This is an optimization exercise on Yosys and OpenROAD, whose aim is small area, a short achievable clock period and few clock cycles per item, not a production implementation. At most, simulation tests tie the RTL to the original design; equivalence was not proved. No functional check of the RTL was part of runs 2 to 7.

==> flow/design.v <==
module bigreg_bcd (
    input  wire         clk,
    input  wire         rst,       
    input  wire         start,     
    input  wire         op,        
    input  wire [127:0] src,
    output wire         ready,
    output reg          done,
    output wire [255:0] result
);
    localparam OP_I2BCD = 1'b0;
    localparam OP_F2BCD = 1'b1;
    localparam NDIG_I   = 39;      
    localparam NDIG_F   = 38;      
    reg         busy;
    reg         op_r;
    reg [7:0]   count;             
    reg [127:0] work;              
    reg [155:0] digits;            
    assign ready  = !busy;
    assign result = (op_r == OP_F2BCD) ? {digits[151:0], 104'd0} : {100'd0, digits};
    reg [155:0] adjusted;
    integer i;
    always @(*) begin
        for (i = 0; i < NDIG_I; i = i + 1) begin
            if (digits[4*i +: 4] >= 4'd5)
                adjusted[4*i +: 4] = digits[4*i +: 4] + 4'd3;
            else
                adjusted[4*i +: 4] = digits[4*i +: 4];
        end
    end
    wire [131:0] times10 = {1'b0, work, 3'b000} + {3'b000, work, 1'b0};
    always @(posedge clk) begin
        if (rst) begin
            busy  <= 1'b0;
            done  <= 1'b0;
            count <= 8'd0;
        end else begin
            done <= 1'b0;
            if (!busy) begin
                if (start) begin
                    busy   <= 1'b1;
                    op_r   <= op;
                    work   <= src;
                    digits <= 156'd0;
                    if (op == OP_I2BCD)
                        count <= 8'd128;
                    else
                        count <= NDIG_F;
                end
            end else begin
                if (op_r == OP_I2BCD) begin
                    digits <= {adjusted[154:0], work[127]};
                    work   <= {work[126:0], 1'b0};
                end else begin
                    digits <= {digits[151:0], times10[131:128]};
                    work   <= times10[127:0];
                end
                count <= count - 8'd1;
                if (count == 8'd1) begin
                    busy <= 1'b0;
                    done <= 1'b1;
                end
            end
        end
    end
endmodule
==> flow/run.sh <==
#!/bin/bash
# synth_recipe.tcl (not shown) runs the flow's synth.tcl, then flattens the netlist and writes it again
# the make line also repeats each setting of config.mk as NAME=value (left out here)
make -C /OpenROAD-flow-scripts/flow DESIGN_CONFIG=/design/flow/config.mk WORK_HOME=/design/flow/orfs CLKGATE_MAP_FILE= SYNTH_SCRIPT=/design/flow/synth_recipe.tcl finish
==> flow/config.mk <==
export PLATFORM = sky130hd
export DESIGN_NAME = bigreg_bcd
export DESIGN_NICKNAME = bigreg_bcd
export VERILOG_FILES = /design/flow/design.v
export SDC_FILE = /design/flow/constraint.sdc
export NUM_CORES = 4
export LEC_CHECK = 0
export CAP_MARGIN = 20
export CORE_MARGIN = 2
export CORE_UTILIZATION = 40
export SLEW_MARGIN = 20
==> flow/constraint.sdc <==
create_clock -name core_clock -period 10.0 [get_ports {clk}]
set_input_delay 2.0000 -clock core_clock [delete_from_list [all_inputs] [get_ports {clk}]]
set_output_delay 2.0000 -clock core_clock [all_outputs]
set_load 0.01 [all_outputs]
==> flow_metrics.env, run 1 <==
export IMPL_slowest_delay_ns=0.92
export IMPL_finalSetupTns_ns=0
export IMPL_critPathRequiredTime_ns=8.00
export IMPL_viasPerCell=5.61
export IMPL_start_util_pct=40.5
export IMPL_cap_viol_max_count=0
export IMPL_finalSetupViolCount=0
export IMPL_cp_num_cells=6
export IMPL_core_sq_um=67300
export IMPL_port_buffer_count=389
export IMPL_synth_xor_area_share_pct=5.05
export IMPL_synthFlopType="edfxtp_1"
export IMPL_yosysTopAreaCell="edfxtp_1"
export IMPL_crit_buf_inv=4
export IMPL_cp_slowest_cell="buf_4"
export IMPL_ys_top_cells_by_area="edfxtp_1 31%, ha_1 9.5%, a21oi_1 8.0%, nor2_1 6.8%, o21ai_0 4.5%"
export IMPL_critPathKind="reg -> out"
export IMPL_cp_top_family="buffers and inverters"
export IMPL_hold_viol=0
export IMPL_gp_routability_congestion=0.923
export IMPL_synth_edf_count=285
export IMPL_die_area_sq_um=70200
export IMPL_min_period_ns=6.29
export IMPL_cp_endpoint="result[117]"
export IMPL_drcViolationCount=0
export IMPL_numCtsBuffers=40
export IMPL_worst_pin_slew_ns=1.09
export IMPL_syn_avg_cell_area_sq_um=8.00
export IMPL_cpMostUsedCell="buf_4"
export IMPL_cts_hold_buffers_added=0
export IMPL_grtUsageTotal_pct=24.6
export IMPL_reg2reg_to="work[79]"
export IMPL_worstPathArrival_ns=4.29
export IMPL_syn_nets=3742
export IMPL_clkLatencyLatePin_ns=0.57
export IMPL_netlist_instances=3403
export IMPL_clkTransAtPathRegs_ns=0.06
export IMPL_cts_resized=0
export IMPL_dpl_worst_slack_ns=4.36
export IMPL_drtAntennaViolNets=0
export IMPL_area_growth_pct=20.9
export IMPL_die_y_um=265
export IMPL_synthAdderAreaFrac_pct=9.54
export IMPL_fp_row_count=95
export IMPL_outcome="no timing/DRC/antenna violations"
export IMPL_root_buffer="clkbuf_16"
export IMPL_drt_wl_total_mm=89.1
export IMPL_synth_top_area_share_pct=31.4
export IMPL_grt_pass1_wl_mm=138
export IMPL_first_global_vias=24400
export IMPL_die_w_um=265
export IMPL_grt_max_degree=184
export IMPL_drt_iter0_drc=1941
export IMPL_critPathMaxFanout=115
export IMPL_yosysSeqAreaShare_pct=32.2
export IMPL_fin_nets=3998
export IMPL_rrSetupSlack_ns=5.36
export IMPL_muxShareOfSynthArea_pct=3.45
export IMPL_num_vias=25600
export IMPL_cts_setup_buffers=0
export IMPL_drtPass1Iterations=5
export IMPL_htree_levels=2
export IMPL_path_cells="buf_4 > buf_4 > buf_4 > nand2_1 > o21ai_0 > clkdlybuf4s50_1"
export IMPL_r2r_cells=16
export IMPL_startpoint="op_r"
export IMPL_drive_above_1_share_pct=3.14
export IMPL_hpwl_mm=65.9
export IMPL_syn_cell_area_sq_um=27200
export IMPL_finalCritPeriodShare_pct=62.9
export IMPL_slew_headroom_pct=27.3
export IMPL_synth_top_family_by_area="compound AO/OA/AOI/OAI gates"
export IMPL_async_flop_share_pct=0
export IMPL_ys_types=81
export IMPL_finClkSkew_ns=0.0250
export IMPL_rsz0062_at_grt="false"
export IMPL_ys_warnings_count=1
export IMPL_hold_path_class="reg -> reg"
export IMPL_reg2reg_from="work[2]"
export IMPL_crit_path_end_kind="output port"
export IMPL_fmax_mhz=159
export IMPL_ys_seq_elements=295
export IMPL_wire_per_inst_um=19.5
export IMPL_synth_compound_area_share_pct=24.1
export IMPL_yosys_area_share_simple_pct=20.9
export IMPL_layout_setup_ws_ns=3.71
export IMPL_slew_violations=0
export IMPL_cts_buffer_depth=3
export IMPL_io_pins=390
export IMPL_cts_sinks=295
export IMPL_grt_overflow_total=0
export IMPL_startpoint_type="flop"
export IMPL_antenna_found_initial=0
export IMPL_cts_tree="yes"
-- state kept, by name, indices dropped and copies added, names as in the netlist --
register and count:
busy 1, digits 156, work 128, op_r 1
done 1, count 8
-- synthesized netlist by cell type (39+ instances only) --
master      n
nor2b_1   116
o21a_1     67
o21ai_0   247
a211oi_1   39
nor2_1    490
mux2i_1    87
a21o_1     71
xor2_1     47
ha_1      206
nand2b_1   48
edfxtp_1  285
and2_1     46
xnor2_1   110
nand4_1    65
nand2_1   296
nand3_1    42
a21oi_1   433
clkbuf_1  146
inv_1     147
nor3_1     52
-- routing by layer --
metal | up-vias | global-route usage (%) | wire length, um | share of wire [%]
met5 | - | 0 | 0 | 0
met4 | 0 | 6.02 | 2160 | 2.4
li1 | 12700 | - | - | -
met1 | 12000 | 33.0 | 41000 | 46
met2 | 688 | 41.7 | 41700 | 47
met3 | 121 | 3.13 | 4190 | 4.7
-- through the flow --
step | instances | hold slack [ns] | area, sq um | util, %
finish | 4564 | 0.482 | 32900 | 48.9
global placement | 4489 | 0.462 | 31600 | 47.0
detailed placement | 4489 | 0.473 | 31600 | 47.0
global route | 4563 | 0.508 | 32900 | 48.9
CTS | 4562 | 0.484 | 32900 | 48.9
floorplan | 3403 | 0.450 | 27200 | -
-- tightest hold or removal path, delay by kind of cell, from the launching register on --
| kind | cells | cell delay (ns) |
|---|---|---|
| flops | 1 | 0.32 |
| simple gates | 1 | 0.06 |
| compound gates | 1 | 0.05 |
-- worst min-delay path by stage --
| stage | cells past startpoint | to | from | slack [ns] |
|---|---|---|---|---|
| after floorplan | 2 | count[4] | count[4] | 0.45 |
| after global placement | 2 | count[4] | count[4] | 0.46 |
| after detailed placement | 2 | count[6] | count[6] | 0.47 |
| after CTS | 2 | count[6] | count[6] | 0.48 |
| after global routing | 2 | count[6] | count[6] | 0.51 |
| final | 2 | count[6] | count[6] | 0.48 |
-- logic make-up (layout without fill, tap and decap cells) --
kind of cell    count (synthesis)  count (layout)
buf+inv                       338             625
xor+xnor                      157             157
mux                            93              93
simple gates                 1235            1235
other cells                     0               1
fa+ha+maj                     207             207
flops                         295             295
compound gates               1078            1078
-- cell type report --
type	instances	area (sq um)
antenna	1	2.50
tap	873	1090
timing repair buffer	404	4050
multi-input combinational	2770	17200
inverter	148	566
clock inverter	21	138
clock buffer	52	1120
sequential	295	8760
fill	6647	34400
-- placed cells by master, fill, tap and decap left out, types with 52 or more instances in the layout --
master,count
nor3_1,52
nand2_1,296
xnor2_1,110
o21a_1,67
mux2i_1,87
nor2b_1,116
ha_1,206
clkdlybuf4s50_1,389
a21oi_1,433
inv_1,146
edfxtp_1,285
a21o_1,71
nor2_1,488
o21ai_0,247
nand4_1,65
Testbench counts, summed over its fixed seeds: cycles 31,004, items 384.
==> run 2: changes to the inputs <==
==> flow/design.v (replaced) <==
module bigreg_bcd (
    input  wire         clk,
    input  wire         rst,       
    input  wire         start,     
    input  wire         op,        
    input  wire [127:0] src,
    output wire         ready,
    output reg          done,
    output wire [255:0] result
);
    localparam K  = 8;             
    localparam NC = 128 / K;       
    localparam PW = $clog2(NC);
    localparam ND = 39;            
    reg          busy;
    reg          op_r;
    reg [PW-1:0] ptr;              
    reg [127:0]  work;
    reg [155:0]  bcd;
    assign ready  = !busy;
    assign result = op_r ? {bcd[155:4], 104'd0} : {100'd0, bcd};
    wire [PW-1:0] csel  = ptr ^ {PW{op_r}};
    wire [K-1:0]  chunk = work[csel*K +: K];
    reg [PW-1:0] top;
    integer c;
    always @(*) begin
        top = {PW{1'b0}};
        for (c = 1; c < NC; c = c + 1)
            if (|src[c*K +: K])
                top = c;
    end
    wire [155:0] lv [0:K];
    assign lv[0] = bcd;
    genvar l, i;
    generate
        for (l = 0; l < K; l = l + 1) begin : g_lvl
            wire bit_in = op_r ? chunk[l] : chunk[K-1-l];
            wire [155:0] d = lv[l];
            wire [155:0] n;
            for (i = 0; i < ND; i = i + 1) begin : g_dig
                wire [3:0] x = d[4*i +: 4];
                wire ci = (i == 0) ? bit_in
                        : (d[4*i-1] | (d[4*i-2] & (d[4*i-3] | d[4*i-4])));
                wire m2 = (x[2] & ~x[1] & ~x[0]) | (x[3] & x[0]);
                wire m1 = (~x[2] & x[1]) | (x[2] & x[1] & x[0]) | (x[3] & ~x[0]);
                wire m0 = (~x[3] & ~x[2] & x[0]) | (x[2] & x[1] & ~x[0]) | (x[3] & ~x[0]);
                wire b  = (i == ND-1) ? bit_in : d[4*i+4];
                wire h2 = x[3], h1 = x[2], h0 = x[1];
                wire f3 = b & (h2 | (h1 & h0));
                wire f2 = b ? (~h2 & ~(h1 & h0)) : h2;
                wire f1 = b ? (h1 ^ h0) : h1;
                wire f0 = b ^ h0;
                assign n[4*i +: 4] = op_r ? {f3, f2, f1, f0} : {m2, m1, m0, ci};
            end
            assign lv[l+1] = n;
        end
    endgenerate
    always @(posedge clk) begin
        if (rst) begin
            busy <= 1'b0;
            done <= 1'b0;
        end else begin
            done <= 1'b0;
            if (!busy) begin
                if (start) begin
                    busy <= 1'b1;
                    op_r <= op;
                    work <= src;
                    ptr  <= op ? NC - 1 : top;
                end
            end else begin
                ptr <= ptr - 1'b1;
                if (ptr == {PW{1'b0}}) begin
                    busy <= 1'b0;
                    done <= 1'b1;
                end
            end
        end
        bcd <= busy ? lv[K] : 156'd0;
    end
endmodule
==> run 2 against run 1 <==
Effect of this change: clock skew rose by 0.037 ns; highest routed layer unchanged; fmax fell by 32%; routed wire length rose to 3.2 times the previous value; clock-buffer cell count rose by 7; sequential share of layout area fell by 18 points; synthesized area rose to 2.8 times the previous value; via count rose to 3.1 times the previous value; sequential cell count fell by 4; largest cell class unchanged; cell area rose to 2.6 times the previous value; global-route usage rose by 2.6 points; hold slack improved by 0.17 ns; critical path type is now reg -> reg.
==> flow_metrics.env, run 2 <==
export IMPL_outcome="no timing/DRC/antenna violations"
export IMPL_synth_top_area_share_pct=15.2
export IMPL_yosysSeqAreaShare_pct=9.25
export IMPL_io_pins=390
export IMPL_drt_wl_total_mm=283
export IMPL_startpoint_type="flop"
export IMPL_synthFlopType="dfxtp_1"
export IMPL_reg_largest_list="bcd (156), work (128), ptr (4)"
export IMPL_critPathRequiredTime_ns=10.61
export IMPL_reg2reg_from="ptr[0]"
export IMPL_grtUsageTotal_pct=27.1
export IMPL_cts_sinks=291
export IMPL_netlist_instances=10300
export IMPL_fp_row_count=161
export IMPL_hp_start="busy"
export IMPL_min_period_ns=9.25
export IMPL_hold_path_class="reg -> reg"
export IMPL_worst_pin_slew_ns=1.09
export IMPL_die_area_sq_um=197000
export IMPL_wire_per_inst_um=22.0
export IMPL_slew_headroom_pct=26.9
export IMPL_layout_setup_ws_ns=0.750
export IMPL_critPathKind="reg -> reg"
export IMPL_async_flop_share_pct=0
export IMPL_finalSetupViolCount=0
export IMPL_cap_viol_max_count=0
export IMPL_num_vias=79900
export IMPL_utilization_pct=43.9
export IMPL_area_growth_pct=9.16
export IMPL_clkLatencyLatePin_ns=0.70
export IMPL_drcViolationCount=0
export IMPL_syn_cell_area_sq_um=77400
export IMPL_ys_seq_elements=291
export IMPL_hpwl_mm=224
export IMPL_critPathMaxFanout=35
export IMPL_yosysTopAreaCell="ha_1"
export IMPL_grt_pass1_wl_mm=435
export IMPL_die_y_um=444
export IMPL_grt_max_degree=136
export IMPL_worstPathArrival_ns=9.86
export IMPL_fin_nets=11400
export IMPL_rsz0062_at_grt="false"
export IMPL_slowest_delay_ns=0.61
export IMPL_drive_above_1_share_pct=10.3
export IMPL_core_sq_um=192000
export IMPL_ys_warnings_count=1
export IMPL_clkTransAtPathRegs_ns=0.07
export IMPL_top_register="bcd"
export IMPL_synth_edf_count=133
export IMPL_finClkSkew_ns=0.0622
export IMPL_fmax_mhz=108
export IMPL_first_global_vias=74700
export IMPL_viasPerCell=6.21
export IMPL_crit_path_end_kind="flop"
export IMPL_layout_common_cells="926 x ha_1, 893 x nor2_1, 805 x inv_1, 700 x nand2_1, 590 x o21ai_0"
export IMPL_cts_tree="yes"
export IMPL_slew_violations=0
export IMPL_start_util_pct=40.2
export IMPL_drtAntennaViolNets=0
export IMPL_hold_viol=0
export IMPL_antenna_found_initial=8
export IMPL_dpl_worst_slack_ns=0.771
export IMPL_rrSetupSlack_ns=0.75
export IMPL_syn_avg_cell_area_sq_um=7.54
export IMPL_final_common_cell="ha_1"
export IMPL_cp_slowest_cell="edfxtp_1"
export IMPL_numCtsBuffers=46
export IMPL_ys_top_cells_by_area="ha_1 15%, mux2i_1 6.7%, edfxtp_1 5.2%, nor2_1 4.4%, dfxtp_1 4.1%"
export IMPL_gp_routability_congestion=0.972
export IMPL_drt_iter0_drc=7101
export IMPL_root_buffer="clkbuf_16"
export IMPL_multi_input_area_sq_um=64400
export IMPL_cpMostUsedCell="ha_1"
export IMPL_drtPass1Iterations=9
export IMPL_die_w_um=444
export IMPL_synth_common_cells="937 x ha_1, 897 x nor2_1, 809 x inv_1"
export IMPL_ys_types=159
export IMPL_final_fill_count=19500
export IMPL_syn_nets=11300
export IMPL_startpoint="ptr[0]"
export IMPL_finalCritPeriodShare_pct=92.5
export IMPL_grt_overflow_total=0
export IMPL_cts_buffer_depth=3
export IMPL_finalSetupTns_ns=0
export IMPL_htree_levels=2
export IMPL_largest_register_ffs=156
export IMPL_seq_area_sq_um=7160
export IMPL_port_buffer_count=389
export IMPL_yosysMostFrequentCell="ha_1"
==> run 2: cell count changes in the layout (fill, tap and decap cells not counted), sizes merged, moves of 148 or more <==
cell	before	now
ha	206	937
dfxtp	10	158
mux2	6	289
edfxtp	285	133
nor2	490	909
a211oi	43	211
nor3	52	280
o21ai	268	709
nand2	296	706
or2	5	167
nand3	43	202
mux2i	87	523
inv	149	838
o211ai	8	192
==> run 2: what timing repair did <==
action / in CTS / in global routing
endpoints found under the hold margin: 0 / 0
setup endpoints to repair: 0 / 3
buffers inserted: 0 / 2
resized for setup: 0 / 0
hold buffers: 0 / 0
==> run 2: layer usage <==
layer / global-route usage (%) / vias up / wire length [um] / part of all wire [%]
met4: 10.2 / 0 / 11400 / 4.0
li1: - / 38100 / - / -
met2: 43.8 / 2857 / 127000 / 45
met5: 0 / - / 0 / 0
met1: 36.9 / 38500 / 126000 / 45
met3: 3.03 / 418 / 18400 / 6.5
==> run 2: path summary, 6_finish.rpt <==
check,cells past startpoint,endpoint
worst min-delay path,2,busy
worst min register to register,2,busy
worst max-delay path,38,bcd[150]
worst max register to register,38,bcd[150]
==> run 2: final cells by class <==
| class | count | area share [%] |
|---|---|---|
| antenna | 2 | 0.00593 |
| multi-input combinational | 8609 | 76.3 |
| clock buffer | 59 | 1.50 |
| timing repair buffer | 521 | 5.97 |
| inverter | 837 | 3.73 |
| tap | 2526 | 3.74 |
| clock inverter | 24 | 0.280 |
| sequential | 291 | 8.48 |
==> run 2: cells by family (layout without fill, tap and decap cells) <==
group,count (synthesis),after routing,share of synthesized area (%)
xor gates and xnor gates,298,298,3.65
and+or+nand+nor,3189,3189,20.5
AOI/OAI and AO/OA,3350,3350,31.8
other,0,2,0
muxes,835,835,11.7
adders and majority gates,937,937,15.2
DFF,291,291,9.25
buffers and inverters,1359,1441,7.90
==> run 2: critical path, delay by kind of cell, from the launching register on <==
family                   cells  cell delay (ns)
AND/OR/NAND/NOR             13             2.65
multiplexers                 5             1.39
flip-flops                   1             0.61
AO/OA/AOI/OAI               10             2.03
adder cells (fa/ha/maj)      6             1.54
buffers and inverters        4             0.88
==> run 2: metrics by stage <==
| stage | std cells | hold slack (ns) | cell area, sq um |
|---|---|---|---|
| after floorplan | 10300 | 0.666 | 77800 |
| after global placement | 12800 | 0.635 | 82900 |
| after detailed placement | 12800 | 0.636 | 82900 |
| after CTS | 12900 | 0.650 | 84400 |
| after global routing | 12900 | 0.679 | 84500 |
| final | 12900 | 0.652 | 84500 |
==> run 3: changes to the inputs <==
==> flow/design.v (replaced) <==
module bigreg_bcd (
    input  wire         clk,
    input  wire         rst,       
    input  wire         start,     
    input  wire         op,        
    input  wire [127:0] src,
    output wire         ready,
    output reg          done,
    output wire [255:0] result
);
    localparam K  = 4;             
    localparam NC = 128 / K;       
    localparam PW = $clog2(NC);
    localparam ND = 39;            
    reg          busy;
    reg          first;            
    reg          last;             
    reg          op_r;
    reg [PW-1:0] ptr;              
    reg [K-1:0]  chunk_r;          
    reg [127:0]  work;
    reg [155:0]  bcd;
    assign ready  = !busy;
    assign result = op_r ? {bcd[155:4], 104'd0} : {100'd0, bcd};
    reg [PW-1:0] top;
    integer c;
    always @(*) begin
        top = {PW{1'b0}};
        for (c = 1; c < NC; c = c + 1)
            if (|work[c*K +: K])
                top = c;
    end
    wire [PW-1:0] q     = first ? (op_r ? {PW{1'b1}} : top) : ptr;
    wire [PW-1:0] csel  = q ^ {PW{op_r}};
    wire [K-1:0]  chunk = work[csel*K +: K];
    reg  [K-1:0]  chunk_ord;
    integer j;
    always @(*)
        for (j = 0; j < K; j = j + 1)
            chunk_ord[j] = op_r ? chunk[j] : chunk[K-1-j];
    wire [155:0] lv [0:K];
    assign lv[0] = bcd;
    genvar l, i;
    generate
        for (l = 0; l < K; l = l + 1) begin : g_lvl
            wire bit_in = chunk_r[l];
            wire [155:0] d = lv[l];
            wire [155:0] n;
            for (i = 0; i < ND; i = i + 1) begin : g_dig
                wire [3:0] x = d[4*i +: 4];
                wire ci = (i == 0) ? bit_in
                        : (d[4*i-1] | (d[4*i-2] & (d[4*i-3] | d[4*i-4])));
                wire m2 = (x[2] & ~x[1] & ~x[0]) | (x[3] & x[0]);
                wire m1 = (~x[2] & x[1]) | (x[2] & x[1] & x[0]) | (x[3] & ~x[0]);
                wire m0 = (~x[3] & ~x[2] & x[0]) | (x[2] & x[1] & ~x[0]) | (x[3] & ~x[0]);
                wire b  = (i == ND-1) ? bit_in : d[4*i+4];
                wire t  = x[3] | (x[2] & x[1]);
                wire f3 = b & t;
                wire f2 = (b & ~t) | (~b & x[3]);
                wire f1 = (b & x[2] & ~x[1]) | (b & ~x[2] & x[1]) | (~b & x[2]);
                wire f0 = (b & ~x[1]) | (~b & x[1]);
                assign n[4*i +: 4] = op_r ? {f3, f2, f1, f0} : {m2, m1, m0, ci};
            end
            assign lv[l+1] = n;
        end
    endgenerate
    always @(posedge clk) begin
        if (rst) begin
            busy <= 1'b0;
            done <= 1'b0;
        end else begin
            done <= 1'b0;
            if (!busy) begin
                if (start) begin
                    busy  <= 1'b1;
                    first <= 1'b1;
                    op_r  <= op;
                    work  <= src;
                end
            end else begin
                first   <= 1'b0;
                chunk_r <= chunk_ord;
                ptr     <= q - 1'b1;
                last    <= (q == {PW{1'b0}});
                if (!first && last) begin
                    busy <= 1'b0;
                    done <= 1'b1;
                end
            end
        end
        bcd <= (busy && !first) ? lv[K] : 156'd0;
    end
endmodule
--- a/flow/config.mk
+++ b/flow/config.mk
@@ -6,4 +6,5 @@
 export NUM_CORES = 4
 export LEC_CHECK = 0
+export ABC_AREA = 1
 export CAP_MARGIN = 20
 export CORE_MARGIN = 2
==> run 3 against run 2 <==
Effect of this change: synthesized area decreased by 58%; routed wire length decreased by 60%; final cell count down 46%; first-iteration DRC count down 53%.
==> flow_metrics.env, run 3 <==
export IMPL_layout_common_cells="1,223 x nand2_1, 977 x inv_1, 681 x o21ai_0, 612 x nor2_1, 389 x clkdlybuf4s50_1"
export IMPL_drtPass1Iterations=6
export IMPL_rsz0062_at_grt="false"
export IMPL_numCtsBuffers=38
export IMPL_drt_iter0_drc=3337
export IMPL_fmax_mhz=174
export IMPL_final_fill_count=8434
export IMPL_dp_cells=6844
export IMPL_grt_pass1_wl_mm=179
export IMPL_crit_buf_inv=5
export IMPL_port_buffer_count=389
export IMPL_cts_tree="yes"
export IMPL_final_common_cell="nand2_1"
export IMPL_die_w_um=287
export IMPL_clkTransAtPathRegs_ns=0.06
export IMPL_finalSetupTns_ns=0
export IMPL_grt_max_degree=192
export IMPL_num_vias=37800
export IMPL_syn_avg_cell_area_sq_um=5.75
export IMPL_cts_buffer_depth=3
export IMPL_hold_viol=0
export IMPL_finalSetupViolCount=0
export IMPL_outcome="no timing/DRC/antenna violations"
export IMPL_drcViolationCount=0
export IMPL_path_cells="buf_12 > buf_12 > buf_4 > nand2_1 > inv_1 > clkdlybuf4s50_1"
export IMPL_die_area_sq_um=82600
export IMPL_fin_nets=5968
export IMPL_critPathMaxFanout=175
export IMPL_finalNonFillerCells=6910
export IMPL_cts_setup_buffers=0
export IMPL_yosysTopAreaCell="nand2_1"
export IMPL_finClkSkew_ns=0.0376
export IMPL_synth_top_area_share_pct=14.3
export IMPL_core_sq_um=79300
export IMPL_yosysSeqAreaShare_pct=22.9
export IMPL_ys_types=56
export IMPL_hpwl_mm=87.0
export IMPL_synthFlopType="dfxtp_1"
export IMPL_finalCritPeriodShare_pct=57.3
export IMPL_critPathRequiredTime_ns=8.00
export IMPL_syn_nets=5721
export IMPL_stdcell_area_sq_um=37800
export IMPL_slowest_delay_ns=0.63
export IMPL_cpMostUsedCell="buf_12"
export IMPL_drtAntennaViolNets=0
export IMPL_syn_cell_area_sq_um=32100
export IMPL_first_global_vias=34400
export IMPL_cts_resized=0
export IMPL_yosysMostFrequentCell="nand2_1"
export IMPL_critPathKind="reg -> out"
export IMPL_worst_pin_slew_ns=1.03
export IMPL_ys_top_cells_by_area="nand2_1 14%, edfxtp_1 13%, inv_1 11%, o21ai_0 11%, dfxtp_1 9.8%"
export IMPL_largest_register_ffs=156
export IMPL_cp_slowest_cell="buf_4"
export IMPL_synth_common_cells="1,223 x nand2_1, 978 x inv_1, 681 x o21ai_0"
export IMPL_die_y_um=287
export IMPL_grtUsageTotal_pct=26.3
export IMPL_cp_top_family="buffers and inverters"
export IMPL_clkLatencyLatePin_ns=0.60
export IMPL_io_pins=390
export IMPL_cap_viol_max_count=0
export IMPL_drive_above_1_share_pct=3.07
export IMPL_root_buffer="clkbuf_16"
export IMPL_startpoint_type="flop"
export IMPL_ys_warnings_count=1
export IMPL_synth_edf_count=140
export IMPL_area_growth_pct=17.7
export IMPL_slew_headroom_pct=30.6
export IMPL_htree_levels=2
export IMPL_drt_wl_total_mm=114
export IMPL_wire_per_inst_um=16.5
export IMPL_slew_violations=0
export IMPL_start_util_pct=40.6
export IMPL_crit_path_end_kind="output port"
export IMPL_viasPerCell=5.47
export IMPL_top_register="bcd"
export IMPL_gp_routability_congestion=0.972
export IMPL_worstPathArrival_ns=3.73
export IMPL_grt_overflow_total=0
export IMPL_async_flop_share_pct=0
export IMPL_netlist_instances=5587
export IMPL_cts_hold_buffers_added=0
export IMPL_fp_row_count=103
export IMPL_ys_seq_elements=298
export IMPL_antenna_found_initial=1
export IMPL_min_period_ns=5.73
export IMPL_placed_area_sq_um=36600
export IMPL_hold_path_class="reg -> reg"
export IMPL_cts_sinks=298
export IMPL_reg_largest_list="bcd (156), work (128), ptr (5)"
## run 3: cell types whose count changed after synthesis, moves of 133 or more
cell / change
mux2i_1: -519
nor2b_1: -133
ha_1: -935
nor3_1: -153
mux2_2: -277
inv_1: +169
nor2_1: -283
nand2_1: +520
## run 3: final timing paths
path                            startpoint  slack [ns]           to  cells past startpoint
worst min register to register        busy        0.55         busy                      1
worst min-delay path                  busy        0.55         busy                      1
worst max-delay path                  op_r        4.27  result[206]                      6
worst max register to register        op_r        4.80      bcd[83]                     22
## run 3: kinds of logic after synthesis
family                   Yosys count  synth area share, %
AO/OA/AOI/OAI                   1663                 30.2
XOR/XNOR                          49                 1.34
adder cells (fa/ha/maj)            2               0.0778
buffers and inverters           1206                 14.8
flip-flops                       298                 22.9
AND/OR/NAND/NOR                 2369                 30.6
## run 3: worst register-to-register path: stages (launching register included)
cell,delay (ns)
edfxtp_1,0.37
buf_12,0.44
buf_12,0.61
buf_4,0.86
nor2_1,0.20
a22oi_1,0.23
o21ai_0,0.21
inv_1,0.16
o21ai_1,0.11
nand2_1,0.07
o31ai_1,0.06
o21ai_0,0.36
inv_1,0.15
a21oi_1,0.22
o21ai_0,0.10
inv_1,0.11
nand2_1,0.08
nand2_1,0.13
inv_1,0.08
o21ai_1,0.19
a21oi_1,0.11
a211o_1,0.24
inv_1,0.05
## run 3: layout make-up
| class | instances | area (sq um) | share of cell area (%) |
|---|---|---|---|
| timing repair buffer | 407 | 4090 | 10.8 |
| clock buffer | 47 | 1010 | 2.68 |
| tap | 1050 | 1310 | 3.47 |
| clock inverter | 18 | 240 | 0.635 |
| antenna | 1 | 2.50 | 0.00661 |
| inverter | 1006 | 3790 | 10.0 |
| multi-input combinational | 4083 | 20000 | 52.9 |
| sequential | 298 | 7370 | 19.5 |
## run 3: metrics by stage
stage / utilization (%) / worst slack [ns] / hold slack (ns)
after floorplan: - / 1.91 / 0.446
after detailed placement: 46.2 / 4.87 / 0.533
after CTS: 47.7 / 4.23 / 0.552
after global placement: 46.2 / 4.88 / 0.507
after global routing: 47.7 / 3.98 / 0.581
final: 47.7 / 4.27 / 0.547
## run 3: layer usage
layer | track usage, % | vias to the layer above | wire length (um)
met1 | 36.0 | 17300 | 51100
met4 | 7.19 | 0 | 2930
met5 | 0 | - | 0
li1 | - | 19100 | -
met3 | 4.41 | 155 | 8710
met2 | 42.4 | 1277 | 50900
==> run 4: changes to the inputs <==
==> flow/design.v (replaced) <==
module bigreg_bcd (
    input  wire         clk,
    input  wire         rst,       
    input  wire         start,     
    input  wire         op,        
    input  wire [127:0] src,
    output wire         ready,
    output reg          done,
    output wire [255:0] result
);
    localparam K  = 4;             
    localparam NC = 128 / K;       
    localparam PW = $clog2(NC);
    localparam NI = 39;            
    localparam F0 = 26;            
    reg          busy;
    reg          first;            
    reg          last;             
    reg          op_r;
    reg [PW-1:0] ptr;              
    reg [K-1:0]  chunk_r;          
    reg [127:0]  work;
    reg [255:0]  res;
    assign ready  = !busy;
    assign result = res;
    reg [PW-1:0] top;
    integer c;
    always @(*) begin
        top = {PW{1'b0}};
        for (c = 1; c < NC - 1; c = c + 1)
            if (|work[c*K +: K])
                top = c;
    end
    wire top_nz = |work[127 -: K];
    wire [PW-1:0] q     = first ? ((op_r | top_nz) ? NC - 2 : top) : ptr;
    wire [PW-1:0] csel  = q ^ {PW{op_r}};
    wire [K-1:0]  chunk = work[csel*K +: K];
    reg  [K-1:0]  chunk_ord;
    integer j;
    always @(*)
        for (j = 0; j < K; j = j + 1)
            chunk_ord[j] = op_r ? chunk[j] : chunk[K-1-j];
    reg  [K-1:0]  chunk_in;
    always @(*)
        for (j = 0; j < K; j = j + 1)
            chunk_in[j] = op ? src[j] : src[127-j];
    wire [255:0] lv [0:K];
    assign lv[0] = res;
    genvar l, i;
    generate
        for (l = 0; l < K; l = l + 1) begin : g_lvl
            wire bit_in = chunk_r[l];
            wire [255:0] d = lv[l];
            wire [255:0] n;
            for (i = 0; i < 64; i = i + 1) begin : g_dig
                wire [3:0] x = d[4*i +: 4];
                wire [3:0] ni, nf;
                if (i < NI) begin : g_i
                    wire ci = (i == 0) ? bit_in
                            : (d[4*i-1] | (d[4*i-2] & (d[4*i-3] | d[4*i-4])));
                    wire m2 = (x[2] & ~x[1] & ~x[0]) | (x[3] & x[0]);
                    wire m1 = (~x[2] & x[1]) | (x[2] & x[1] & x[0]) | (x[3] & ~x[0]);
                    wire m0 = (~x[3] & ~x[2] & x[0]) | (x[2] & x[1] & ~x[0]) | (x[3] & ~x[0]);
                    assign ni = {m2, m1, m0, ci};
                end else begin : g_ni
                    assign ni = 4'd0;
                end
                if (i >= F0) begin : g_f
                    wire b  = (i == 63) ? bit_in : d[4*i+4];
                    wire t  = x[3] | (x[2] & x[1]);
                    wire f3 = b & t;
                    wire f2 = (b & ~t) | (~b & x[3]);
                    wire f1 = (b & x[2] & ~x[1]) | (b & ~x[2] & x[1]) | (~b & x[2]);
                    wire f0 = (b & ~x[1]) | (~b & x[1]);
                    assign nf = {f3, f2, f1, f0};
                end else begin : g_nf
                    assign nf = 4'd0;
                end
                if (i < F0) begin : g_oi
                    assign n[4*i +: 4] = ni;
                end else if (i >= NI) begin : g_of
                    assign n[4*i +: 4] = nf;
                end else begin : g_ob
                    assign n[4*i +: 4] = op_r ? nf : ni;
                end
            end
            assign lv[l+1] = n;
        end
    endgenerate
    wire run_i = busy & !op_r;
    wire run_f = busy &  op_r;
    wire [255:0] keep = {{(256-4*F0){run_f}}, {(4*F0){run_i}}} |
                        {{(256-4*NI){1'b0}}, {(4*(NI-F0)){busy}}, {(4*F0){1'b0}}};
    always @(posedge clk) begin
        if (rst) begin
            busy <= 1'b0;
            done <= 1'b0;
        end else begin
            done <= 1'b0;
            if (!busy) begin
                op_r    <= op;
                work    <= src;
                chunk_r <= chunk_in;
                first   <= 1'b1;
                last    <= 1'b0;
                if (start)
                    busy <= 1'b1;
            end else begin
                first   <= 1'b0;
                chunk_r <= chunk_ord;
                ptr     <= q - 1'b1;
                last    <= (q == {PW{1'b0}});
                if (last) begin
                    busy <= 1'b0;
                    done <= 1'b1;
                end
            end
        end
        res <= lv[K] & keep;
    end
endmodule
--- a/flow/config.mk
+++ b/flow/config.mk
@@ -10,3 +10,4 @@
 export CORE_MARGIN = 2
 export CORE_UTILIZATION = 40
+export SETUP_SLACK_MARGIN = 5
 export SLEW_MARGIN = 20
==> run 4 against run 3 <==
Effect of this change: clock skew decreased by 0.022 ns; critical path depth rose by 14; non-clock buffer count down 4; critical endpoint is now chunk_r[1]; fmax increased by 27%; critical path type is now reg -> reg; register-to-register slack gained 0.67 ns; routed wire length shrank 20%; die area down 6.9%.
==> flow_metrics.env, run 4 <==
export IMPL_core_sq_um=74200
export IMPL_drt_iter0_drc=2235
export IMPL_gp_routability_congestion=0.906
export IMPL_startpoint="work[28]"
export IMPL_clkTransAtPathRegs_ns=0.06
export IMPL_outcome="no timing/DRC/antenna violations"
export IMPL_crit_buf_inv=2
export IMPL_syn_cell_area_sq_um=29900
export IMPL_finalNonFillerCells=6231
export IMPL_final_common_cell="nand2_1"
export IMPL_io_pins=390
export IMPL_area_growth_pct=21.2
export IMPL_startpoint_type="flop"
export IMPL_synth_top_area_share_pct=17.3
export IMPL_synth_edf_count=140
export IMPL_critPathKind="reg -> reg"
export IMPL_synth_common_cells="988 x nand2_1, 904 x inv_1, 601 x nor2_1"
export IMPL_first_global_vias=29000
export IMPL_cp_slowest_cell="clkinvlp_4"
export IMPL_finalCritPeriodShare_pct=45.3
export IMPL_htree_levels=2
export IMPL_layout_common_cells="987 x nand2_1, 902 x inv_1, 599 x nor2_1, 596 x o21ai_0, 389 x clkdlybuf4s50_1"
export IMPL_finalSetupTns_ns=0
export IMPL_grt_overflow_total=0
export IMPL_largest_register_ffs=256
export IMPL_finalSetupViolCount=0
export IMPL_drtAntennaViolNets=0
export IMPL_syn_nets=5034
export IMPL_num_vias=31900
export IMPL_wire_per_inst_um=14.5
export IMPL_critPathMaxFanout=33
export IMPL_cts_buffer_depth=3
export IMPL_reg2reg_to="chunk_r[1]"
export IMPL_ys_warnings_count=1
export IMPL_seq_area_sq_um=9370
export IMPL_cts_hold_buffers_added=0
export IMPL_diodes=0
export IMPL_grtUsageTotal_pct=22.6
export IMPL_ys_top_cells_by_area="dfxtp_1 17%, edfxtp_1 14%, nand2_1 12%, inv_1 11%, o21ai_0 10%"
export IMPL_slew_headroom_pct=39.4
export IMPL_die_y_um=277
export IMPL_cp_num_cells=20
export IMPL_cts_tree="yes"
export IMPL_yosysSeqAreaShare_pct=31.3
export IMPL_rrSetupSlack_ns=5.47
export IMPL_antenna_found_initial=2
export IMPL_cpMostUsedCell="nand3_1"
export IMPL_port_buffer_count=389
export IMPL_hpwl_mm=67.9
export IMPL_numCtsBuffers=51
export IMPL_root_buffer="clkbuf_16"
export IMPL_yosysMostFrequentCell="nand2_1"
export IMPL_viasPerCell=5.12
export IMPL_fp_row_count=100
export IMPL_syn_avg_cell_area_sq_um=6.10
export IMPL_grt_max_degree=151
export IMPL_final_fill_count=7586
export IMPL_cp_top_family="simple AND/OR/NAND/NOR gates"
export IMPL_yosysTopAreaCell="dfxtp_1"
export IMPL_drcViolationCount=0
export IMPL_drt_wl_total_mm=90.6
export IMPL_reg2reg_from="work[28]"
export IMPL_cts_sinks=398
export IMPL_fmax_mhz=221
export IMPL_worst_pin_slew_ns=0.908
export IMPL_ys_seq_elements=398
export IMPL_layout_setup_ws_ns=5.47
export IMPL_slowest_delay_ns=0.62
export IMPL_hold_viol=0
export IMPL_cap_viol_max_count=0
export IMPL_fin_nets=5356
export IMPL_dpl_worst_slack_ns=4.85
export IMPL_start_util_pct=40.3
export IMPL_cp_endpoint="chunk_r[1]"
export IMPL_drtPass1Iterations=6
export IMPL_async_flop_share_pct=0
export IMPL_path_cells="nor4_1 > nand2_1 > nor2_1 > o21bai_1 > a31oi_1 > nor2_1 > nor2_1 > o211ai_1 > a31oi_1 > o21ai_1 > o21ai_1 > xor2_2 > buf_4 > clkinvlp_4 > nand3_1 > nand3_1 > nand3_1 > nand3_1 > nand3_1 > nand3_1"
export IMPL_dp_cells=6137
export IMPL_finClkSkew_ns=0.0154
export IMPL_hold_path_class="reg -> reg"
export IMPL_rsz0062_at_grt="false"
export IMPL_netlist_instances=4901
export IMPL_critPathRequiredTime_ns=10.36
export IMPL_multi_input_area_sq_um=16500
export IMPL_worstPathArrival_ns=4.89
export IMPL_min_period_ns=4.53
export IMPL_grt_pass1_wl_mm=144
export IMPL_die_w_um=277
export IMPL_ys_types=48
export IMPL_clkLatencyLatePin_ns=0.61
export IMPL_hold_ws_ns=0.509
export IMPL_r2r_cells=20
export IMPL_slew_violations=0
export IMPL_synthFlopType="dfxtp_1"
export IMPL_reg_largest_list="res (256), work (128), ptr (5)"
export IMPL_crit_path_end_kind="flop"
export IMPL_drive_above_1_share_pct=2.89
export IMPL_die_area_sq_um=76900
export IMPL_top_register="res"
## run 4: changes by cell type after synthesis, sizes merged, moves of 43 or more
cell    before  now
buf        114   67
nand2     1225  990
xor2        14   59
dfxtp      158  258
o21ai      776  607
o21a        55    4
a211oi      72   14
o311ai      44    1
inv       1006  913
## run 4: repair_timing
action | CTS | global route
setup buffers | 0 | 0
setup endpoints to repair | 4 | 17
pin swaps | 0 | 1
resized for setup | 1 | 5
gates cloned | 0 | 2
## run 4: cells by family after synthesis
group           after synthesis  synth area share, %
simple gates               2101                 29.0
xor+xnor                     94                 2.75
buf+inv                    1050                 13.9
flops                       398                 31.3
compound gates             1257                 23.0
fa+ha+maj                     1               0.0419
## run 4: layout make-up
cell class / count / area share, %
Clock buffer: 72 / 4.10
Clock inverter: 20 / 0.677
Inverter: 914 / 9.50
Multi-Input combinational cell: 3455 / 45.4
Sequential cell: 398 / 25.9
Tap cell: 969 / 3.35
Timing Repair Buffer: 403 / 11.1
## run 4: worst min-delay path by stage
stage                     slack (ns)  start  cells after the start  endpoint
after global placement          0.49   last                      1      busy
after floorplan                 0.44   last                      1      busy
after global routing            0.54   last                      1      busy
after CTS                       0.50   last                      1      busy
after detailed placement        0.47   last                      1      busy
final                           0.51   last                      1      busy
## run 4: worst register-to-register path, delay by kind of cell (launching register included)
family                 cells  cell delay [ns]
flip-flops                 1             0.39
AND/OR/NAND/NOR           11             1.84
buffers and inverters      2             0.99
AO/OA/AOI/OAI              6             0.91
XOR/XNOR                   1             0.16
## run 4: stage by stage
step / instance area [sq um] / utilization [%]
after global routing: 36200 / 48.8
after floorplan: 29900 / -
final: 36200 / 48.8
after detailed placement: 34400 / 46.4
after global placement: 34400 / 46.4
after CTS: 36200 / 48.8
## run 4: per-layer routing
layer / track usage [%] / up-vias / wire length (um)
met3: 3.74 / 155 / 5050
li1: - / 16700 / -
met2: 38.9 / 789 / 41900
met1: 28.6 / 14300 / 40900
met5: 0 / - / 26
met4: 7.68 / 4 / 2780
==> run 5: changes to the inputs <==
--- a/flow/config.mk
+++ b/flow/config.mk
@@ -10,4 +10,3 @@
 export CORE_MARGIN = 2
 export CORE_UTILIZATION = 40
-export SETUP_SLACK_MARGIN = 5
 export SLEW_MARGIN = 20
==> run 5 against run 4 <==
Effect of this change: still clean on timing, DRC and antenna; clock skew increased by 0.016 ns; die area unchanged; clock-buffer cell count decreased by 2; utilization decreased by 0.12 points; cell area decreased by 0.25%; global-route usage decreased by 0.089 points; non-clock buffer count decreased by 1; first-iteration DRC count increased by 2.8%; synthesized cell count unchanged; via count decreased by 0.31%; worst setup slack got worse by 0.29 ns; critical path depth increased by 20; largest cell class unchanged.
==> flow_metrics.env, run 5 <==
export IMPL_final_common_cell="nand2_1"
export IMPL_cts_resized=0
export IMPL_crit_path_end_kind="flop"
export IMPL_die_w_um=277
export IMPL_finalCritPeriodShare_pct=48.2
export IMPL_startpoint_type="flop"
export IMPL_numCtsBuffers=49
export IMPL_cap_viol_max_count=0
export IMPL_layout_setup_ws_ns=5.18
export IMPL_ys_warnings_count=1
export IMPL_reg2reg_from="work[12]"
export IMPL_grt_overflow_total=0
export IMPL_drtAntennaViolNets=0
export IMPL_port_buffer_count=389
export IMPL_ys_seq_elements=398
export IMPL_drtPass1Iterations=6
export IMPL_critPathMaxFanout=65
export IMPL_cts_sinks=398
export IMPL_slew_headroom_pct=25.3
export IMPL_cts_hold_buffers_added=0
export IMPL_synthFlopType="dfxtp_1"
export IMPL_area_growth_pct=20.9
export IMPL_grt_max_degree=151
export IMPL_syn_cell_area_sq_um=29900
export IMPL_drcViolationCount=0
export IMPL_stdcell_area_sq_um=36100
export IMPL_syn_nets=5034
export IMPL_antenna_found_initial=2
export IMPL_ys_types=48
export IMPL_layout_common_cells="987 x nand2_1, 903 x inv_1, 599 x nor2_1, 596 x o21ai_0, 389 x clkdlybuf4s50_1"
export IMPL_hp_start="last"
export IMPL_fin_nets=5351
export IMPL_yosysMostFrequentCell="nand2_1"
export IMPL_ys_top_cells_by_area="dfxtp_1 17%, edfxtp_1 14%, nand2_1 12%, inv_1 11%, o21ai_0 10%"
export IMPL_cpMostUsedCell="nand2_1"
export IMPL_viasPerCell=5.11
export IMPL_placed_area_sq_um=34400
export IMPL_syn_avg_cell_area_sq_um=6.10
export IMPL_wire_per_inst_um=14.4
export IMPL_synth_common_cells="988 x nand2_1, 904 x inv_1, 601 x nor2_1"
export IMPL_root_buffer="clkbuf_16"
export IMPL_fmax_mhz=207
export IMPL_clkLatencyLatePin_ns=0.62
export IMPL_finClkSkew_ns=0.0314
export IMPL_grtUsageTotal_pct=22.5
export IMPL_first_global_vias=28500
export IMPL_rsz0062_at_grt="false"
export IMPL_io_pins=390
export IMPL_fp_row_count=100
export IMPL_htree_levels=2
export IMPL_die_area_sq_um=76900
export IMPL_hold_viol=0
export IMPL_gp_routability_congestion=0.897
export IMPL_worst_pin_slew_ns=1.12
export IMPL_dpl_worst_slack_ns=4.92
export IMPL_core_sq_um=74200
export IMPL_finalSetupTns_ns=0
export IMPL_cp_slowest_cell="nand2_4"
export IMPL_grt_pass1_wl_mm=144
export IMPL_drive_above_1_share_pct=2.76
export IMPL_min_period_ns=4.82
export IMPL_cts_buffer_depth=3
export IMPL_hold_path_class="reg -> reg"
export IMPL_start_util_pct=40.3
export IMPL_critPathKind="reg -> reg"
export IMPL_reg_largest_list="res (256), work (128), ptr (5)"
export IMPL_yosysTopAreaCell="dfxtp_1"
export IMPL_slowest_delay_ns=0.78
export IMPL_synth_edf_count=140
export IMPL_finalSetupViolCount=0
export IMPL_yosysSeqAreaShare_pct=31.3
export IMPL_cts_setup_buffers=0
export IMPL_clkTransAtPathRegs_ns=0.06
export IMPL_utilization_pct=48.7
export IMPL_synth_top_area_share_pct=17.3
export IMPL_drt_iter0_drc=2297
export IMPL_critPathRequiredTime_ns=10.35
export IMPL_final_fill_count=7516
export IMPL_cts_tree="yes"
export IMPL_hpwl_mm=67.5
export IMPL_die_y_um=277
export IMPL_num_vias=31800
export IMPL_seq_area_sq_um=9370
export IMPL_netlist_instances=4901
export IMPL_top_register="res"
export IMPL_startpoint="work[12]"
export IMPL_async_flop_share_pct=0
export IMPL_drt_wl_total_mm=89.9
export IMPL_largest_register_ffs=256
export IMPL_outcome="no timing/DRC/antenna violations"
export IMPL_slew_violations=0
export IMPL_multi_input_area_sq_um=16400
export IMPL_worstPathArrival_ns=5.17
run 5: worst paths after layout:
kind	to	slack, ns	cells after the start
max	chunk_r[1]	5.18	40
min	busy	0.50	1
max reg2reg	chunk_r[1]	5.18	40
min reg2reg	busy	0.50	1
run 5: cell families after synthesis:
kind of cell / share of synthesized area (%)
AO/OA/AOI/OAI: 23.0
XOR/XNOR: 2.75
adder cells (fa/ha/maj): 0.0419
buffers and inverters: 13.9
flip-flops: 31.3
AND/OR/NAND/NOR: 29.0
run 5: worst max-delay path, delay by kind of cell (launching register included):
kind / cells / cell delay (ns)
buffers and inverters: 1 / 0.07
flip-flops: 1 / 0.39
AND/OR/NAND/NOR: 39 / 4.07
run 5: final cells by class:
cell class	count	share of cell area, %
repair buffers	402	11.1
multi-input cells	3453	45.4
clock inverters	21	0.772
well taps	969	3.36
clock buffers	70	3.92
flip-flops and latches	398	25.9
inverters	914	9.50
diodes	1	0.00693
run 5: through the flow:
stage	hold WS, ns	instances
2_1_floorplan	0.440	4901
3_3_place_gp	0.481	6136
3_5_place_dp	0.493	6136
4_1_cts	0.495	6227
5_1_grt	0.525	6228
6_report	0.497	6228
run 5: layer usage:
metal / track usage (%) / routed length (um)
met2: 37.5 / 41100
met3: 3.55 / 4710
met4: 7.86 / 3120
met1: 29.6 / 40900
met5: 0 / 13
==> run 6: changes to the inputs <==
--- a/flow/design.v
+++ b/flow/design.v
@@ -15,7 +15,7 @@
     localparam F0 = 26;            
     reg          busy;
-    reg          first;            
     reg          last;             
     reg          op_r;
+    reg          run_i, run_f;     
     reg [PW-1:0] ptr;              
     reg [K-1:0]  chunk_r;          
@@ -29,10 +29,10 @@
         top = {PW{1'b0}};
         for (c = 1; c < NC - 1; c = c + 1)
-            if (|work[c*K +: K])
+            if (|src[c*K +: K])
                 top = c;
     end
-    wire top_nz = |work[127 -: K];
-    wire [PW-1:0] q     = first ? ((op_r | top_nz) ? NC - 2 : top) : ptr;
-    wire [PW-1:0] csel  = q ^ {PW{op_r}};
+    wire top_nz = |src[127 -: K];
+    wire [PW-1:0] q1    = (op | top_nz) ? NC - 2 : top;
+    wire [PW-1:0] csel  = ptr ^ {PW{op_r}};
     wire [K-1:0]  chunk = work[csel*K +: K];
     reg  [K-1:0]  chunk_ord;
@@ -56,5 +56,8 @@
                 wire [3:0] x = d[4*i +: 4];
                 wire [3:0] ni, nf;
-                if (i < NI) begin : g_i
+                if (i == NI - 1) begin : g_it
+                    wire ci = d[4*i-1] | (d[4*i-2] & (d[4*i-3] | d[4*i-4]));
+                    assign ni = {x[2:0], ci};
+                end else if (i < NI) begin : g_i
                     wire ci = (i == 0) ? bit_in
                             : (d[4*i-1] | (d[4*i-2] & (d[4*i-3] | d[4*i-4])));
@@ -88,12 +91,12 @@
         end
     endgenerate
-    wire run_i = busy & !op_r;
-    wire run_f = busy &  op_r;
     wire [255:0] keep = {{(256-4*F0){run_f}}, {(4*F0){run_i}}} |
                         {{(256-4*NI){1'b0}}, {(4*(NI-F0)){busy}}, {(4*F0){1'b0}}};
     always @(posedge clk) begin
         if (rst) begin
-            busy <= 1'b0;
-            done <= 1'b0;
+            busy  <= 1'b0;
+            run_i <= 1'b0;
+            run_f <= 1'b0;
+            done  <= 1'b0;
         end else begin
             done <= 1'b0;
@@ -102,16 +105,20 @@
                 work    <= src;
                 chunk_r <= chunk_in;
-                first   <= 1'b1;
+                ptr     <= q1;
                 last    <= 1'b0;
-                if (start)
-                    busy <= 1'b1;
+                if (start) begin
+                    busy  <= 1'b1;
+                    run_i <= !op;
+                    run_f <= op;
+                end
             end else begin
-                first   <= 1'b0;
                 chunk_r <= chunk_ord;
-                ptr     <= q - 1'b1;
-                last    <= (q == {PW{1'b0}});
+                ptr     <= ptr - 1'b1;
+                last    <= (ptr == {PW{1'b0}});
                 if (last) begin
-                    busy <= 1'b0;
-                    done <= 1'b1;
+                    busy  <= 1'b0;
+                    run_i <= 1'b0;
+                    run_f <= 1'b0;
+                    done  <= 1'b1;
                 end
             end
--- a/flow/config.mk
+++ b/flow/config.mk
@@ -10,3 +10,4 @@
 export CORE_MARGIN = 2
 export CORE_UTILIZATION = 40
+export SETUP_SLACK_MARGIN = 5
 export SLEW_MARGIN = 20
==> run 6 against run 5 <==
Effect of this change: global-route usage down 0.12 points; critical endpoint is now ptr[0]; cell area grew 0.68%; die area is 1.0% higher; highest routed layer unchanged; worst setup slack better by 0.24 ns; critical path type is now in -> reg; still clean on timing, DRC and antenna.
==> flow_metrics.env, run 6 <==
export IMPL_drcViolationCount=0
export IMPL_slew_violations=0
export IMPL_grt_pass1_wl_mm=143
export IMPL_finalCritPeriodShare_pct=45.8
export IMPL_fp_row_count=100
export IMPL_root_buffer="clkbuf_16"
export IMPL_start_util_pct=40.5
export IMPL_stdcell_area_sq_um=36400
export IMPL_io_pins=390
export IMPL_fmax_mhz=218
export IMPL_placed_area_sq_um=34700
export IMPL_cts_hold_buffers_added=0
export IMPL_gp_routability_congestion=0.869
export IMPL_hold_path_class="reg -> reg"
export IMPL_yosys_area_share_simple_pct=27.4
export IMPL_die_y_um=279
export IMPL_top_register="res"
export IMPL_synthFlopType="dfxtp_1"
export IMPL_first_global_vias=28200
export IMPL_syn_avg_cell_area_sq_um=6.27
export IMPL_route_top_layer_used="met5"
export IMPL_min_path_cells=2
export IMPL_startpoint_type="input port"
export IMPL_numCtsBuffers=47
export IMPL_yosysTopAreaCell="dfxtp_1"
export IMPL_port_buffer_count=389
export IMPL_htree_levels=2
export IMPL_m1WireLength_mm=41.0
export IMPL_layout_setup_ws_ns=5.42
export IMPL_async_flop_share_pct=0
export IMPL_synth_top_area_share_pct=17.2
export IMPL_reg_largest_list="res (256), work (128), ptr (5)"
export IMPL_ys_seq_elements=399
export IMPL_dpl_worst_slack_ns=4.86
export IMPL_core_sq_um=74600
export IMPL_met2WireLength_mm=40.5
export IMPL_final_common_cell="nand2_1"
export IMPL_drive_above_1_share_pct=7.23
export IMPL_yosysMostFrequentCell="nand2_1"
export IMPL_num_vias=31200
export IMPL_ys_types=62
export IMPL_hold_viol=0
export IMPL_outcome="no timing/DRC/antenna violations"
export IMPL_worstPathArrival_ns=4.95
export IMPL_slew_headroom_pct=29.8
export IMPL_holdPathEnd="done"
export IMPL_drt_wl_total_mm=90.1
export IMPL_cts_buffer_depth=3
export IMPL_antenna_found_initial=15
export IMPL_viasPerCell=5.08
export IMPL_synth_compound_area_share_pct=25.8
export IMPL_muxShareOfSynthArea_pct=0
export IMPL_cts_resized=0
export IMPL_yosysSeqAreaShare_pct=31.1
export IMPL_cts_sinks=399
export IMPL_netlist_instances=4817
export IMPL_fin_nets=5269
export IMPL_dp_cells=6055
export IMPL_critPathMaxFanout=2
export IMPL_critPathKind="in -> reg"
export IMPL_cts_setup_buffers=0
export IMPL_ys_top_cells_by_area="dfxtp_1 17%, edfxtp_1 14%, nand2_1 12%, inv_1 9.2%, nor2_1 8.2%"
export IMPL_reg2reg_to="res[142]"
export IMPL_ys_warnings_count=1
export IMPL_synth_xor_area_share_pct=2.43
export IMPL_grt_max_degree=139
export IMPL_rsz0062_at_grt="false"
export IMPL_layout_common_cells="950 x nand2_1, 735 x inv_1, 656 x nor2_1, 487 x o21ai_0, 389 x clkdlybuf4s50_1"
export IMPL_rrSetupSlack_ns=5.89
export IMPL_syn_nets=4951
export IMPL_synth_edf_count=139
export IMPL_wire_per_inst_um=14.6
export IMPL_drtAntennaViolNets=0
export IMPL_reg2reg_from="op_r"
export IMPL_die_area_sq_um=77700
export IMPL_cts_tree="yes"
export IMPL_wl_met3_mm=6.12
export IMPL_syn_cell_area_sq_um=30200
export IMPL_largest_register_ffs=256
export IMPL_hp_start="last"
export IMPL_synthAdderAreaFrac_pct=0.0829
export IMPL_worst_pin_slew_ns=1.05
export IMPL_finClkSkew_ns=0.0483
export IMPL_critPathRequiredTime_ns=10.37
export IMPL_drt_iter0_drc=2181
export IMPL_clkTransAtPathRegs_ns=0.06
export IMPL_die_w_um=279
export IMPL_area_growth_pct=20.5
export IMPL_crit_path_end_kind="flop"
export IMPL_finalSetupViolCount=0
export IMPL_grtUsageTotal_pct=22.4
export IMPL_synth_top_family_by_area="simple AND/OR/NAND/NOR gates"
export IMPL_drtPass1Iterations=5
export IMPL_grt_overflow_total=0
export IMPL_clkLatencyLatePin_ns=0.62
export IMPL_cap_viol_max_count=0
export IMPL_finalNonFillerCells=6155
export IMPL_min_period_ns=4.58
export IMPL_hpwl_mm=68.2
export IMPL_finalSetupTns_ns=0
export IMPL_synth_common_cells="951 x nand2_1, 737 x inv_1, 658 x nor2_1"
export IMPL_startpoint="src[29]"
export IMPL_r2r_cells=20
[run 6: cell types whose count changed after synthesis, sizes merged, moves of 10 or more]
cell and delta:
xor2 -15, o21ai +24, nor2 +67, a32o -14, a21oi +24, o211ai +18
buf +23, a22oi +12, inv -64, nand3 -145, nand3b -10, nand2 -11
nor3 +13, clkbuf -25
[run 6: cell families (layout without fill, tap and decap cells)]
group,count (synthesis),after routing
other,0,13
AOI/OAI and AO/OA,1331,1331
buffers and inverters,988,1344
adders and majority gates,2,2
and+or+nand+nor,2015,2015
DFF,399,399
xor gates and xnor gates,82,82
[run 6: how the worst max path moves through the flow]
stage / to / slack, ns / cells past startpoint
floorplan: op_r / 5.70 / 1
global placement: ptr[0] / 4.81 / 27
detailed placement: work[53] / 4.86 / 4
CTS: ptr[0] / 5.51 / 27
global route: ptr[0] / 5.11 / 31
finish: ptr[0] / 5.42 / 27
[run 6: routing by layer]
layer / track usage, % / vias to the layer above
li1: - / 16500
met1: 29.1 / 13900
met2: 36.9 / 708
met3: 5.16 / 131
met4: 6.98 / 2
met5: 0 / -
[run 6: through the flow]
step,util [%],hold WS [ns]
floorplan,-,0.457
global placement,46.5,0.541
detailed placement,46.5,0.530
CTS,48.7,0.544
global route,48.8,0.591
finish,48.8,0.541
[run 6: final cells by class]
| type | instances | area [sq um] |
|---|---|---|
| fill | 7583 | 38200 |
| sequential | 399 | 9380 |
| clock buffer | 63 | 1330 |
| tap | 969 | 1210 |
| clock inverter | 24 | 355 |
| antenna | 13 | 32.5 |
| timing repair buffer | 403 | 4010 |
| multi-input combinational | 3430 | 16900 |
| inverter | 854 | 3210 |
[run 6: worst max-delay path, cell delays in order]
cell	delay, ns
clkdlybuf4s50_1	0.41
nor4_1	0.77
nand2_1	0.23
nand2_1	0.11
nand2_1	0.05
nand2_1	0.07
nand2_1	0.04
nand2_1	0.07
nand2_1	0.05
nand2_1	0.08
nand2_1	0.05
nand2_1	0.08
nand2_1	0.08
nand2_1	0.08
nand2_1	0.05
nand2_1	0.07
nand2_1	0.05
nand2_1	0.07
nand2_1	0.05
nand2_1	0.07
nand2_1	0.05
nand2_1	0.07
nand2_1	0.05
nand2_1	0.07
nand2_1	0.05
nand2_1	0.09
nand2_1	0.05
==> run 7: changes to the inputs <==
==> flow/flow/run.sh (new file) <==
#!/bin/bash
set -euo pipefail
bash standard.sh SETUP_SLACK_MARGIN=6.5 finish > standard.log 2>&1
==> flow/standard.sh (new file) <==
#!/bin/bash
# synth_recipe.tcl (not shown) runs the flow's synth.tcl, then flattens the netlist and writes it again
# the make line also repeats each setting of config.mk as NAME=value (left out here)
make -C /OpenROAD-flow-scripts/flow DESIGN_CONFIG=/design/flow/config.mk WORK_HOME=/design/flow/orfs CLKGATE_MAP_FILE= SYNTH_SCRIPT=/design/flow/synth_recipe.tcl "${@:-finish}"
removed: flow/run.sh
==> run 7 against run 6 <==
Effect of this change: still clean on timing, DRC and antenna; clock skew shrank 0.010 ns; register-to-register slack gained 0.85 ns; via count grew 0.55%; critical path depth grew 5; clock-buffer cell count shrank 1; hold slack gained 0.053 ns; non-clock buffer count grew 24; utilization grew 0.72 points; die area is the same; routed wire length grew 1.0%; cell area grew 1.5%; highest routed layer unchanged.
==> flow_metrics.env, run 7 <==
export IMPL_critPathKind="in -> reg"
export IMPL_r2r_cells=14
export IMPL_cpMostUsedCell="nand2_1"
export IMPL_multi_input_area_sq_um=17100
export IMPL_grt_overflow_total=0
export IMPL_startpoint_type="input port"
export IMPL_first_global_vias=28700
export IMPL_ys_warnings_count=1
export IMPL_synth_top_area_share_pct=17.2
export IMPL_reg2reg_from="op_r"
export IMPL_layout_setup_ws_ns=6.34
export IMPL_finalNonFillerCells=6184
export IMPL_cp_slowest_cell="and2_4"
export IMPL_drtAntennaViolNets=0
export IMPL_ys_seq_elements=399
export IMPL_syn_nets=4951
export IMPL_yosysMostFrequentCell="nand2_1"
export IMPL_yosysTopAreaCell="dfxtp_1"
export IMPL_slew_violations=0
export IMPL_reg_largest_list="res (256), work (128), ptr (5)"
export IMPL_cts_tree="yes"
export IMPL_min_period_ns=3.66
export IMPL_num_vias=31400
export IMPL_crit_path_end_kind="flop"
export IMPL_route_top_layer_used="met5"
export IMPL_io_pins=390
export IMPL_grt_pass1_wl_mm=144
export IMPL_synthFlopType="dfxtp_1"
export IMPL_stdcell_area_sq_um=36900
export IMPL_die_y_um=279
export IMPL_final_fill_count=7712
export IMPL_drive_above_1_share_pct=10.4
export IMPL_worstPathArrival_ns=4.04
export IMPL_cts_hold_buffers_added=0
export IMPL_outcome="no timing/DRC/antenna violations"
export IMPL_root_buffer="clkbuf_16"
export IMPL_largest_register_ffs=256
export IMPL_dpl_worst_slack_ns=5.00
export IMPL_drcViolationCount=0
export IMPL_drt_wl_total_mm=91.0
export IMPL_hold_viol=0
export IMPL_yosysSeqAreaShare_pct=31.1
export IMPL_grtUsageTotal_pct=22.4
export IMPL_antenna_found_initial=15
export IMPL_finalCritPeriodShare_pct=36.6
export IMPL_gp_routability_congestion=0.881
export IMPL_drtPass1Iterations=7
export IMPL_layout_common_cells="944 x nand2_1, 731 x inv_1, 650 x nor2_1, 487 x o21ai_0, 384 x a21oi_1"
export IMPL_ys_top_cells_by_area="dfxtp_1 17%, edfxtp_1 14%, nand2_1 12%, inv_1 9.2%, nor2_1 8.2%"
export IMPL_rrSetupSlack_ns=6.74
export IMPL_finalSetupTns_ns=0
export IMPL_viasPerCell=5.08
export IMPL_syn_cell_area_sq_um=30200
export IMPL_syn_avg_cell_area_sq_um=6.27
export IMPL_htree_levels=2
export IMPL_hpwl_mm=67.9
export IMPL_cap_viol_max_count=0
export IMPL_drt_iter0_drc=1795
export IMPL_grt_max_degree=70
export IMPL_cts_buffer_depth=3
export IMPL_numCtsBuffers=49
export IMPL_fin_nets=5297
export IMPL_area_growth_pct=22.2
export IMPL_critPathRequiredTime_ns=10.39
export IMPL_wl_met3_mm=5.41
export IMPL_seq_area_sq_um=9510
export IMPL_top_register="res"
export IMPL_critPathMaxFanout=2
export IMPL_async_flop_share_pct=0
export IMPL_final_common_cell="nand2_1"
export IMPL_slowest_delay_ns=0.14
export IMPL_rsz0062_at_grt="true"
export IMPL_hold_ws_ns=0.594
export IMPL_utilization_pct=49.5
export IMPL_clkTransAtPathRegs_ns=0.06
export IMPL_slew_headroom_pct=45.7
export IMPL_cts_sinks=399
export IMPL_start_util_pct=40.5
export IMPL_port_buffer_count=389
export IMPL_cp_endpoint="ptr[0]"
export IMPL_startpoint="src[12]"
export IMPL_worst_pin_slew_ns=0.814
export IMPL_dp_cells=6056
export IMPL_hold_path_class="reg -> reg"
export IMPL_ys_types=62
export IMPL_placed_area_sq_um=34700
export IMPL_netlist_instances=4817
export IMPL_fp_row_count=100
export IMPL_met2WireLength_mm=42.4
export IMPL_clkLatencyLatePin_ns=0.62
export IMPL_finalSetupViolCount=0
export IMPL_synth_common_cells="951 x nand2_1, 737 x inv_1, 658 x nor2_1"
export IMPL_synth_edf_count=139
export IMPL_core_sq_um=74600
export IMPL_die_area_sq_um=77700
export IMPL_finClkSkew_ns=0.0382
export IMPL_reg2reg_to="chunk_r[0]"
export IMPL_wire_per_inst_um=14.7
export IMPL_die_w_um=279
export IMPL_m1WireLength_mm=40.4
export IMPL_fmax_mhz=273
[run 7: critical path, delay by kind of cell]
| kind | cells | cell delay, ns |
|---|---|---|
| buf+inv | 1 | 0.09 |
| simple gates | 31 | 1.97 |
[run 7: cell families after synthesis]
kind of cell	share of synthesized area, %
and+or+nand+nor	27.4
AOI/OAI and AO/OA	25.8
buffers and inverters	13.2
DFF	31.1
xor gates and xnor gates	2.43
adders and majority gates	0.0828
[run 7: area by class of cell]
cell class	count	area share, %
antenna	12	0.0813
inverter	854	8.78
timing repair buffer	427	11.0
multi-input combinational	3431	46.5
clock buffer	62	3.62
tap	969	3.28
sequential	399	25.7
clock inverter	29	0.990
timing repair inverter	1	0.0203
[run 7: how the worst min path moves through the flow]
stage	endpoint	depth (start not counted)	from	slack (ns)
CTS	busy	3	last	0.58
floorplan	done	2	last	0.46
detailed placement	res[0]	2	chunk_r[3]	0.56
finish	busy	3	last	0.59
global placement	res[0]	2	chunk_r[3]	0.57
global route	busy	3	last	0.63
[run 7: metal layers]
layer | GRT usage [%] | vias up
li1 | - | 16500
met1 | 28.3 | 14100
met2 | 37.9 | 659
met3 | 4.64 | 160
met4 | 7.40 | 4
met5 | 0 | -
[run 7: what timing repair did]
action	in CTS	in global routing
buffers inserted	10	7
pin swaps	25	35
setup endpoints to repair	414	90
gates resized for setup	475	77
gates cloned	1	7

==> separate check: timing with driven ports <==
The flow's constraints put no driver on any port. The routed layouts listed below were extracted and timed again, unchanged, in two steps. Step 1 (the two cells are an assumption about what drives the block):
set clk [get_ports {clk}]
set_driving_cell -lib_cell sky130_fd_sc_hd__clkbuf_16 $clk
set_driving_cell -lib_cell sky130_fd_sc_hd__buf_2 [delete_from_list [all_inputs] $clk]
Step 2 times the ports against the registers' clock, not the clock port: input delays grow and output delays shrink by t, the midpoint of the rising clock arrivals with the driver on. a / b / c = ideal / step 1 / step 2; a / b = the first two.
run	t (ns)	setup slack, ns	worst hold slack (ns)	worst setup path at the end
run 1	0.619	3.710 / 3.649 / 4.267	0.482 / 0.482 / 0.482	register to output
run 2	0.752	0.750 / 0.750 / 0.750	0.652 / 0.652 / 0.652	register to register
run 3	0.639	4.267 / 4.204 / 4.803	0.547 / 0.547 / 0.547	register to register
run 4	0.675	5.471 / 5.471 / 5.471	0.509 / 0.509 / 0.509	register to register
run 5	0.670	5.179 / 5.179 / 5.179	0.497 / 0.497 / 0.497	register to register
run 6	0.657	5.422 / 5.463 / 4.807	0.541 / 0.541 / 0.541	input to register
run 7	0.667	6.340 / 6.366 / 5.699	0.594 / 0.594 / 0.594	input to register
After both steps setup and hold are still met in every run listed. For run 7, which loses most, drivers alone change the setup slack by +0.026 ns; drivers and shift together by -0.641 ns.
